Background: an optimization exercise with open tools, aiming at small area, a short achievable clock period and few clock cycles. Do not read the settings as production practice. Where RTL was checked, it was by simulation tests only, not by an equivalence proof against the original. Power figures rest on the tool's default switching activity, not on a simulated workload.

==> flow/design.v (excerpt) <==
module cqsm_codec (
  input             clk,
  input             rst,           
  input             cmd_valid,
  output reg        cmd_ready,
  input      [1:0]  cmd_op,        
  input      [23:0] cmd_arg,
  input      [3:0]  cfg_kh,
  input      [3:0]  cfg_ks,
  input      [3:0]  cfg_kv,
  input      [8:0]  cfg_nh,
  input      [8:0]  cfg_ns,
  input      [8:0]  cfg_nv,
  input      [7:0]  cfg_gmin,
  input             pix_valid,
  output reg        pix_ready,
  input      [23:0] pix_hsv,
  output reg        res_valid,
  output reg [2:0]  res_err,
  output reg [8:0]  res_info,
  output reg [23:0] res_hsv,
  output reg [7:0]  res_sym,
  output reg [7:0]  res_mg
);
For scale: roughly 2500 cells after synthesis, roughly 270 flip-flops, roughly 160 I/O pins, roughly 22000 µm² of cells after synthesis.
export LEC_CHECK = 0
export CAP_MARGIN = 20
export CORE_MARGIN = 2
export CORE_UTILIZATION = 40
export SLEW_MARGIN = 20
create_clock -name core_clock -period 13.5 [get_ports {clk}]
standard.sh (not shown) runs the stock make flow with config.mk's settings and CLKGATE_MAP_FILE= SYNTH_SCRIPT=/design/flow/synth_recipe.tcl, a recipe that flattens the netlist after the stock synthesis.
==> flow/flow/run.sh <==
#!/bin/bash
set -euo pipefail
bash standard.sh SETUP_SLACK_MARGIN=8.5 finish > make_finish.log 2>&1
The first run produced a clean layout.
Change:
==> flow/flow/run.sh (replaced) <==
#!/bin/bash
set -euo pipefail
bash standard.sh SETUP_SLACK_MARGIN=9.5 finish > make_finish.log 2>&1
After rerunning: Global-route usage barely changes. Synthesized cell count stays the same. Via count rose slightly. Die area does not change. Routed wire length rose slightly. Total power decreases slightly. Clock power went down by a little under a tenth.
Change:
==> flow/flow/run.sh (replaced) <==
#!/bin/bash
set -euo pipefail
bash standard.sh SETUP_SLACK_MARGIN=10.5 finish > make_finish.log 2>&1
Cell area goes up by about a fifth.
Sequential cell count does not change.
Global-route usage goes up by 1.7 points.
Cell count goes up by a few percent.
Total power goes up by about a fifth.
Non-clock buffer count goes up by 184.
Clock-buffer cell count goes down by 5.
First-iteration DRC count goes up by a few percent.
Combinational power goes up by well over a third.
Routed wire length goes up by a little under a tenth.
No run of this note included a check of the RTL's function; only the layout flow was run.

* * *

cqsm_codec, a different RTL version from the one above (not shown whole).
Size in the first run: roughly 2200 cells after synthesis, ~230 flip-flops, ~160 I/O pins, roughly 18000 um^2 of cells after synthesis.
clock: 13.5 ns
lec_check: 0
cap_margin: 20
core_margin: 2
core_utilization: 40
slew_margin: 20
==> flow/flow/run.sh <==
#!/bin/bash
set -euo pipefail
bash standard.sh SETUP_SLACK_MARGIN=9.9 finish > make_finish.log 2>&1
The starting point went through all stages and came out clean.
Testbench counts at the start, summed over its fixed seeds: cycles 123,610.
Then changed:
==> flow/flow/run.sh (replaced) <==
#!/bin/bash
set -euo pipefail
bash standard.sh SETUP_SLACK_MARGIN=9.7 finish > make_finish.log 2>&1
The new run passed the timing, DRC and antenna checks.
Clock skew drops by 0.0093 ns.
Worst setup slack gains 0.040 ns.
Clock-buffer cell count went up by 6.
Synthesized area does not change.
Die area does not change.
Sequential power stays flat.
Routed wire length is lower slightly.
Total power goes down by a few percent.
Core utilization shrinks by 0.87 points.
Final cell count fell slightly.

* * *

cqsm_codec, a different RTL version from the one above (not shown whole).
Size: ~230 flip-flops, roughly 160 I/O pins.
clock: 13.5 ns
lec_check: 0
cap_margin: 20
core_margin: 2
core_utilization: 40
slew_margin: 20
==> flow/flow/run.sh <==
#!/bin/bash
set -euo pipefail
bash standard.sh SETUP_SLACK_MARGIN=9.7 finish > make_finish.log 2>&1
The baseline completed without violations.
Then changed:
==> flow/flow/run.sh (replaced) <==
#!/bin/bash
set -euo pipefail
bash standard.sh SETUP_SLACK_MARGIN=9.7 CAP_MARGIN=30 "BUFFER_PORTS_ARGS=-buffer_cell sky130_fd_sc_hd__buf_2" finish > make_finish.log 2>&1
Outcome:
- final area drops by 3.3%
- area after synthesis is unchanged
- utilization drops by 1.8 points
- worst setup slack improves by 4.6 ps
- final cell count stays flat
- hold slack improves by 6.0 ps
- sequential share of layout area climbs by 0.75 points
No functional check of the RTL was part of any run of this note.

* * *

Another version of the RTL of cqsm_codec (not shown whole).
Size in the first run: about 220 flip-flops, about 160 I/O pins, about 17000 sq um of cells after synthesis.
clock: 13.5 ns
lec_check: 0
cap_margin: 20
core_margin: 2
core_utilization: 40
slew_margin: 20
==> flow/flow/run.sh <==
#!/bin/bash
set -euo pipefail
bash standard.sh SETUP_SLACK_MARGIN=9.5 CAP_MARGIN=30 "BUFFER_PORTS_ARGS=-buffer_cell sky130_fd_sc_hd__buf_2" finish > make_finish.log 2>&1
The starting point completed with no timing, DRC or antenna violations.
Testbench counts at the start, summed over its fixed seeds: cycles 121,516.
Then changed:
==> flow/flow/run.sh (replaced) <==
#!/bin/bash
set -euo pipefail
bash standard.sh SETUP_SLACK_MARGIN=9.7 CAP_MARGIN=30 "BUFFER_PORTS_ARGS=-buffer_cell sky130_fd_sc_hd__buf_2" finish > make_finish.log 2>&1
Via count goes up by 2.0%. Maximum frequency climbs by about 1.6%. Non-clock buffer count rose by 57.

* * *

cqsm_codec, a different RTL version from the one above (not shown whole).
Size in the first run: about 230 flip-flops, roughly 160 I/O pins, roughly 17000 um^2 of cells after synthesis.
==> flow/config.mk <==
export PLATFORM = sky130hd
export DESIGN_NAME = cqsm_codec
export DESIGN_NICKNAME = cqsm_codec
export VERILOG_FILES = /design/flow/design.v
export SDC_FILE = /design/flow/constraint.sdc
export NUM_CORES = 4
export LEC_CHECK = 0
export CAP_MARGIN = 20
export CORE_MARGIN = 2
export CORE_UTILIZATION = 60
export SLEW_MARGIN = 20
==> flow/constraint.sdc <==
create_clock -name core_clock -period 13.5 [get_ports {clk}]
set_input_delay 2.7000 -clock core_clock [delete_from_list [all_inputs] [get_ports {clk}]]
set_output_delay 2.7000 -clock core_clock [all_outputs]
set_load 0.01 [all_outputs]
==> flow/flow/run.sh <==
#!/bin/bash
set -euo pipefail
bash standard.sh SETUP_SLACK_MARGIN=9.7 finish > make_finish.log 2>&1
Then changed:
Settings changed: CORE_UTILIZATION 60 to 40.
Outcome: The new run finished with timing, DRC and antenna clean; wire length rises by about 1%; power shrinks by about 1.1%; clock power decreases by about 0.6%; via count decreases by about 6.6%; synthesized area does not change; final cell count is higher by 5.2%; die area is higher by about 50%; setup slack improves by 13 ps; non-clock buffer count shrinks by 19.
No functional check of the RTL was part of any run of this note.

* * *

v59:
cqsm_codec, a different RTL version from the one above (not shown whole).
Size in the first run: roughly 2,100 cells after synthesis.
==> flow/config.mk <==
export PLATFORM = sky130hd
export DESIGN_NAME = cqsm_codec
export DESIGN_NICKNAME = cqsm_codec
export VERILOG_FILES = /design/flow/design.v
export SDC_FILE = /design/flow/constraint.sdc
export NUM_CORES = 4
export LEC_CHECK = 0
export CAP_MARGIN = 20
export CORE_MARGIN = 2
export CORE_UTILIZATION = 40
export SLEW_MARGIN = 20
==> flow/constraint.sdc <==
create_clock -name core_clock -period 13.5 [get_ports {clk}]
set_input_delay 2.7000 -clock core_clock [delete_from_list [all_inputs] [get_ports {clk}]]
set_output_delay 2.7000 -clock core_clock [all_outputs]
set_load 0.01 [all_outputs]
==> flow/flow/run.sh <==
#!/bin/bash
set -euo pipefail
bash standard.sh SETUP_SLACK_MARGIN=9.7 "BUFFER_PORTS_ARGS=-buffer_cell sky130_fd_sc_hd__buf_2" finish > make_finish.log 2>&1
v59: no failed stages, no open violations at the end
Testbench counts of v59, summed over its fixed seeds: cycles 123,116.
--- input diff v59..v43 ---
==> flow/flow/run.sh <==
#!/bin/bash
set -euo pipefail
bash standard.sh SETUP_SLACK_MARGIN=9.7 finish > make_finish.log 2>&1
==> results.txt <==
In terms of average wire per standard cell, v43 and v59 differ only marginally.
v43 -> v59: initial cell density of the core delta 0, exact match
Looking at critical path depth, v43 sits 8 below v59.
Compared with v59, final instance area in v43 increased by a few percent.
On clock network power share, the higher figure sits with v43, not v59.
v59 → v43: count of clock tree sinks shows no meaningful change, number of standard cells in the final layout excluding fillers shows an increase of about 0.38%, post-synth design cell area shows no meaningful change.
v43 vs. v59: total power draw rose by 0.000090 W, count of instances resized after the clock tree is built went up.
#### Input delta (v2 over v43)
==> flow/flow/run.sh <==
#!/bin/bash
set -euo pipefail
bash standard.sh SETUP_SLACK_MARGIN=9.5 finish > make_finish.log 2>&1
==> results.txt <==
Timing, DRC, antenna: 0 failures across v43 and v2. | post-route minimum period | higher: v2 |. From v43 to v2, count of cells along the worst hold path did not move at all. On clock sink count, v43 and v2 are basically level. Diff v43 -> v2: sequential share of cell area went up 0.43 points, synthesized area held, number of clock buffers in the layout went up 10, transition time at the pin with the least slew margin went up 0.11 ns.

* * *

== the baseline ==
cqsm_codec, a different RTL version from the one above (not shown whole).
For scale: about 2,300 cells after synthesis, ~260 flip-flops, about 0.020 mm2 of cells after synthesis.
==> flow/config.mk <==
export PLATFORM = sky130hd
export DESIGN_NAME = cqsm_codec
export DESIGN_NICKNAME = cqsm_codec
export VERILOG_FILES = /design/flow/design.v
export SDC_FILE = /design/flow/constraint.sdc
export NUM_CORES = 4
export LEC_CHECK = 0
export CAP_MARGIN = 20
export CORE_MARGIN = 2
export CORE_UTILIZATION = 40
export SLEW_MARGIN = 20
==> flow/constraint.sdc <==
create_clock -name core_clock -period 13.5 [get_ports {clk}]
set_input_delay 2.7000 -clock core_clock [delete_from_list [all_inputs] [get_ports {clk}]]
set_output_delay 2.7000 -clock core_clock [all_outputs]
set_load 0.01 [all_outputs]
==> flow/flow/run.sh <==
#!/bin/bash
set -euo pipefail
bash standard.sh SETUP_SLACK_MARGIN=9.7 finish > make_finish.log 2>&1
The baseline was carried through to the last stage, and its layout satisfied the timing, DRC and antenna checks.
Testbench counts of the baseline, summed over its fixed seeds: cycles 124,971.
Setup changes, the baseline to the candidate
==> flow/flow/run.sh <==
#!/bin/bash
set -euo pipefail
bash standard.sh SETUP_SLACK_MARGIN=9.5 finish > make_finish.log 2>&1
==> comparison <==
- [compare] base=the baseline new=the candidate: clock-buffer cell count moved up, total of plain and repair buffers excluding clock buffers down 2.6%, post-route clock period utilization rose 0.80 points, cell area increased by 0.46% relative to the old numbers.
- The candidate reports a lower worst hold path stage count than the baseline does.
- Register share of the cell area of the baseline is on par with the candidate.

## re-timing with driven ports
Ports are ideal in the flow. The routed layouts listed here were re-timed in OpenROAD.
Step 1: set_driving_cell puts a clkbuf_16 on clk and a buf_2 on each other input, an assumption about the parent block.
Step 2, shift: input delay + t, output delay - t, t = (earliest + latest rising clock arrival at the registers) / 2. This alone moves slack from input paths to output paths.
Three values: ideal, step 1, step 2; two values: the first two.
run	t (ns)	setup WS [ns]	worst hold slack (ns)	worst setup path at the end	worst data-port slew with drivers (ns)
the first run of note 1	0.619	8.765 / 8.765 / 8.279	0.499 / 0.499 / 0.499	input to register	0.04
the second run of note 1	0.605	9.512 / 9.470 / 8.991	0.510 / 0.510 / 0.510	input to register	0.05
the third run of note 1	0.611	9.383 / 9.383 / 9.383	0.522 / 0.522 / 0.522	register to register	0.06
the first run of note 2	0.641	9.269 / 9.269 / 8.923	0.480 / 0.480 / 0.480	input to register	0.06
the second run of note 2	0.638	9.310 / 9.310 / 8.807	0.488 / 0.488 / 0.488	input to register	0.09
the first run of note 3	0.635	9.494 / 9.494 / 9.052	0.492 / 0.492 / 0.492	input to register	0.05
the second run of note 3	0.640	9.498 / 9.498 / 8.940	0.498 / 0.498 / 0.498	input to register	0.04
the first run of note 4	0.625	9.361 / 9.361 / 8.899	0.499 / 0.499 / 0.499	input to register	0.08
the second run of note 4	0.650	9.424 / 9.424 / 8.973	0.495 / 0.495 / 0.495	input to register	0.08
the first run of note 5	0.611	9.302 / 9.302 / 8.963	0.495 / 0.495 / 0.495	input to register	0.06
the second run of note 5	0.627	9.316 / 9.316 / 8.841	0.489 / 0.489 / 0.489	input to register	0.05
v59	0.642	9.518 / 9.518 / 8.881	0.495 / 0.495 / 0.495	input to register	0.17
v43	0.628	9.548 / 9.532 / 8.904	0.495 / 0.495 / 0.495	input to register	0.07
v2	0.633	9.447 / 9.445 / 8.832	0.495 / 0.495 / 0.495	input to register	0.08
the baseline	0.606	9.634 / 9.576 / 9.133	0.485 / 0.485 / 0.485	input to register	0.04
the candidate	0.607	9.527 / 9.469 / 9.060	0.515 / 0.515 / 0.515	input to register	0.04
After both steps setup and hold are still met in every run listed. The setup slack of v43, which loses most, moves by -0.016 ns with the drivers and by -0.644 ns with both steps.
